From an optimization exercise on the open Yosys and OpenROAD flow, aimed at a short achievable clock period and few clock cycles per item; shortcuts taken in it are not production practice. Where RTL was checked, it was by simulation tests only, not by an equivalence proof against the original. Power figures rest on the tool's default switching activity, not on a simulated workload.

==> v26 <==
==> flow/design.v (excerpt) <==
module mtp40c_pe (
    input  wire        clk,
    input  wire        rst,         
    input  wire        cmd_valid,
    output wire        cmd_ready,
    input  wire [39:0] cmd_word,
    output wire        done,
    output wire [31:0] result,
    output wire [2:0]  status,
    input  wire [31:0] now_ms,
    output wire        tx_valid,
    output wire [7:0]  tx_data,
    input  wire        tx_ready,
    input  wire        rx_valid,
    input  wire [7:0]  rx_data,
    output wire        rx_ready
);
==> flow/config.mk <==
export PLATFORM = sky130hd
export DESIGN_NAME = mtp40c_pe
export DESIGN_NICKNAME = mtp40c_pe
export VERILOG_FILES = /design/flow/design.v
export SDC_FILE = /design/flow/constraint.sdc
export NUM_CORES = 4
export LEC_CHECK = 0
export ABC_CLOCK_PERIOD_IN_PS = 2500
export CAP_MARGIN = 20
export CORE_MARGIN = 2
export CORE_UTILIZATION = 40
export SLEW_MARGIN = 20
export TNS_END_PERCENT = 100
==> flow/constraint.sdc <==
create_clock -name core_clock -period 10.0 [get_ports {clk}]
set_input_delay 2.0000 -clock core_clock [delete_from_list [all_inputs] [get_ports {clk}]]
set_output_delay 2.0000 -clock core_clock [all_outputs]
set_load 0.01 [all_outputs]
standard.sh (not shown) runs the stock make flow with config.mk's settings and CLKGATE_MAP_FILE= SYNTH_SCRIPT=/design/flow/synth_recipe.tcl, a recipe that flattens the netlist after the stock synthesis.
==> flow/flow/run.sh <==
#!/bin/bash
# The standard layout (standard.sh: unchanged synthesis, floorplan, power
# grid, placement, CTS and routing) with three repair settings changed:
#  - timing repair aims at 7 ns of setup slack instead of 0, so that it keeps
#    improving the critical paths past the point where the clock is met;
#  - the port buffers are buf_4 cells (the default pick here is a delay
#    cell), still one buffer on every input and output port;
#  - resizing may change a cell's footprint.
# make's full output goes to standard_flow.log in this folder; each ORFS
# step's own log stays under orfs/logs/.
set -uo pipefail
bash standard.sh SETUP_SLACK_MARGIN=7 MATCH_CELL_FOOTPRINT=0 \
    "BUFFER_PORTS_ARGS=-buffer_cell sky130_fd_sc_hd__buf_4" finish \
    > standard_flow.log 2>&1
==> inputs of v32, as changes to v26 <==
--- a/flow/design.v
+++ b/flow/design.v
@@ -281,12 +281,50 @@
                 OP_SCSTATUS: timeout_sentinel = 32'h00000002;
                 OP_GETHOURS: timeout_sentinel = 32'h0000FFFF;
                 default:     timeout_sentinel = 32'h00000000;
             endcase
         end
     endfunction
+    function gt32;
+        input [31:0] a;
+        input [31:0] b;
+        reg   [31:0] g;
+        reg   [31:0] e;
+        integer w, k;
+        begin
+            g = a & ~b;
+            e = ~(a ^ b);
+            for (w = 1; w < 32; w = w * 2) begin
+                for (k = 0; k + w < 32; k = k + 2 * w) begin
+                    g[k] = g[k + w] | (e[k + w] & g[k]);
+                    e[k] = e[k + w] & e[k];
+                end
+            end
+            gt32 = g[0];
+        end
+    endfunction
+    function [32:0] add32;
+        input [31:0] a;
+        input [31:0] b;
+        reg   [31:0] p;
+        reg   [31:0] gg;
+        reg   [31:0] pp;
+        integer w, k;
+        begin
+            p  = a ^ b;
+            gg = a & b;
+            pp = p;
+            for (w = 1; w < 32; w = w * 2) begin
+                for (k = 31; k >= w; k = k - 1) begin
+                    gg[k] = gg[k] | (pp[k] & gg[k - w]);
+                    pp[k] = pp[k] & pp[k - w];
+                end
+            end
+            add32 = {gg[31], p ^ {gg[30:0], 1'b0}};
+        end
+    endfunction
     function [7:0] buf_byte;
         input [191:0] b;
         input [4:0]   i;
         begin
             case (i)
                 5'd0:  buf_byte = b[  7:  0];
@@ -369,14 +407,15 @@
     assign rx_ready  = rx_rdy;
     wire [7:0]  w_op    = cmd_word[39:32];
     wire [31:0] w_v     = cmd_word[31:0];
     wire [7:0]  w_cl    = w_v[15:8];
     wire [7:0]  w_rl    = w_v[7:0];
     wire        w_legal = legal_word(w_op, w_v);
-    wire w_cached = lr_wrap ? (now_ms >= lastread || now_ms < lr_end)
-                            : (now_ms >= lastread && now_ms < lr_end);
+    wire w_after  = !gt32(lastread, now_ms);      
+    wire w_before = gt32(lr_end, now_ms);         
+    wire w_cached = lr_wrap ? (w_after || w_before) : (w_after && w_before);
     localparam [1:0] K_DONE = 2'd0;    
     localparam [1:0] K_TX   = 2'd1;    
     localparam [1:0] K_DEC  = 2'd2;    
     reg [1:0]  w_kind;
     reg [31:0] f_result;
     reg [2:0]  f_status;
@@ -426,21 +465,23 @@
                 end
                 OP_SETADDR: begin
                     if (w_v[7:0] > ADDR_MAX) f_status = ST_VALID;
                     else                     w_kind   = K_TX;
                 end
                 OP_SETAIRP: begin
-                    if (w_v < APR_MIN || w_v > APR_MAX) f_status = ST_VALID;
+                    if (gt32(APR_MIN, w_v) || gt32(w_v, APR_MAX)) f_status = ST_VALID;
                     else                                w_kind   = K_TX;
                 end
                 OP_SETSPC: begin
-                    if (w_v[15:0] < SPC_MIN || w_v[15:0] > SPC_MAX) f_status = ST_VALID;
+                    if (gt32({16'd0, SPC_MIN}, {16'd0, w_v[15:0]}) ||
+                        gt32({16'd0, w_v[15:0]}, {16'd0, SPC_MAX})) f_status = ST_VALID;
                     else                                            w_kind   = K_TX;
                 end
                 OP_SETHOURS: begin
-                    if (w_v[15:0] < HRS_MIN || w_v[15:0] > HRS_MAX) f_status = ST_VALID;
+                    if (gt32({16'd0, HRS_MIN}, {16'd0, w_v[15:0]}) ||
+                        gt32({16'd0, w_v[15:0]}, {16'd0, HRS_MAX})) f_status = ST_VALID;
                     else                                            w_kind   = K_TX;
                 end
                 OP_GETGAS: begin
                     f_result = {16'd0, gas};          
                     if (!w_cached) w_kind = K_TX;
                 end
@@ -453,13 +494,13 @@
                     w_kind = K_TX;
                 default: ;    
             endcase
         end
     end
     wire [7:0] addr_byte = specific ? addr : BROADCAST;
-    wire [32:0] lr_sum   = {1'b0, lastread} + {1'b0, RATE_WINDOW};
+    wire [32:0] lr_sum   = add32(lastread, RATE_WINDOW);
     reg [191:0] crc_mask;
     integer m;
     always @(*) begin
         for (m = 0; m < 24; m = m + 1)
             crc_mask[8*m +: 8] = (m < operand[4:0]) ? txbuf[8*m +: 8] : 8'h00;
     end
@@ -481,18 +522,18 @@
                          (trem == 5'd1) ? crc[15:8] : frame_byte;
     wire tx_go   = tx_r && tx_ready;
     wire tx_last = tx_go && (trem == 5'd0);
     wire take     = rx_rdy && rx_valid;
     wire now_same = (now_ms == now_p);
     wire late_p   = !rx_first &&
-                    (dl_wrap ? (now_p > dline && now_p < tstart)
-                             : (now_p > dline || now_p < tstart));
+                    (dl_wrap ? (gt32(now_p, dline) && gt32(tstart, now_p))
+                             : (gt32(now_p, dline) || gt32(tstart, now_p)));
     wire rx_late  = now_same && late_p;             
     wire rx_ok    = now_same && !late_p;            
     wire rx_end   = take && (rrem == 5'd1);
-    wire [32:0] dline_sum = {1'b0, tstart} + {1'b0, timeout};
+    wire [32:0] dline_sum = add32(tstart, timeout);
     function [7:0] rb;
         input integer i;
         begin
             rb = respbuf[8*i +: 8];
         end
     endfunction
==> summary of the runs <==
Via count: v32 is larger than v26 (about 4%). Die area: v32 is larger than v26 (0.85%). Non-clock buffer count: v26 is lower than v32 (146). Power: v26 is smaller than v32 (about 4%). Against v32, the cell count of v26 is smaller by 2.5%. Of v32 and v26, v26 has the higher sequential share of layout area (gap 1.4 points). Global-route usage: v26 is lower than v32 (3.9 points).
Testbench counts of v32, summed over its fixed seeds: cycles 49,071, commands 4,800.
No functional check of the RTL was part of v26.

-- what the ideal ports hide --
In the flow no input, the clock included, has a driving cell. The finished layouts below were timed again as built, in two steps.
Step 1 sets driving cells, clkbuf_16 on the clock port and buf_2 on the other inputs (assumed; they add their load-dependent delay and slew).
Step 2 moves the port delays by t, midway between the first and last clock arrival at a register: inputs arrive t later, outputs are due t later. That takes back most of the time a late clock gives input paths.
a / b / c = ideal / step 1 / step 2; a / b = the first two.
run	t (ns)	setup slack, ns	latest minus earliest clock arrival (ns)	worst data-port slew with drivers (ns)
v26	0.804	5.153 / 5.170 / 4.365	0.059 / 0.059	0.24
v32	0.820	5.196 / 5.242 / 4.422	0.058 / 0.058	0.47
After both steps every run listed still meets setup and hold. The setup slack of v26, which loses most, moves by +0.017 ns with the drivers and by -0.788 ns with both steps.
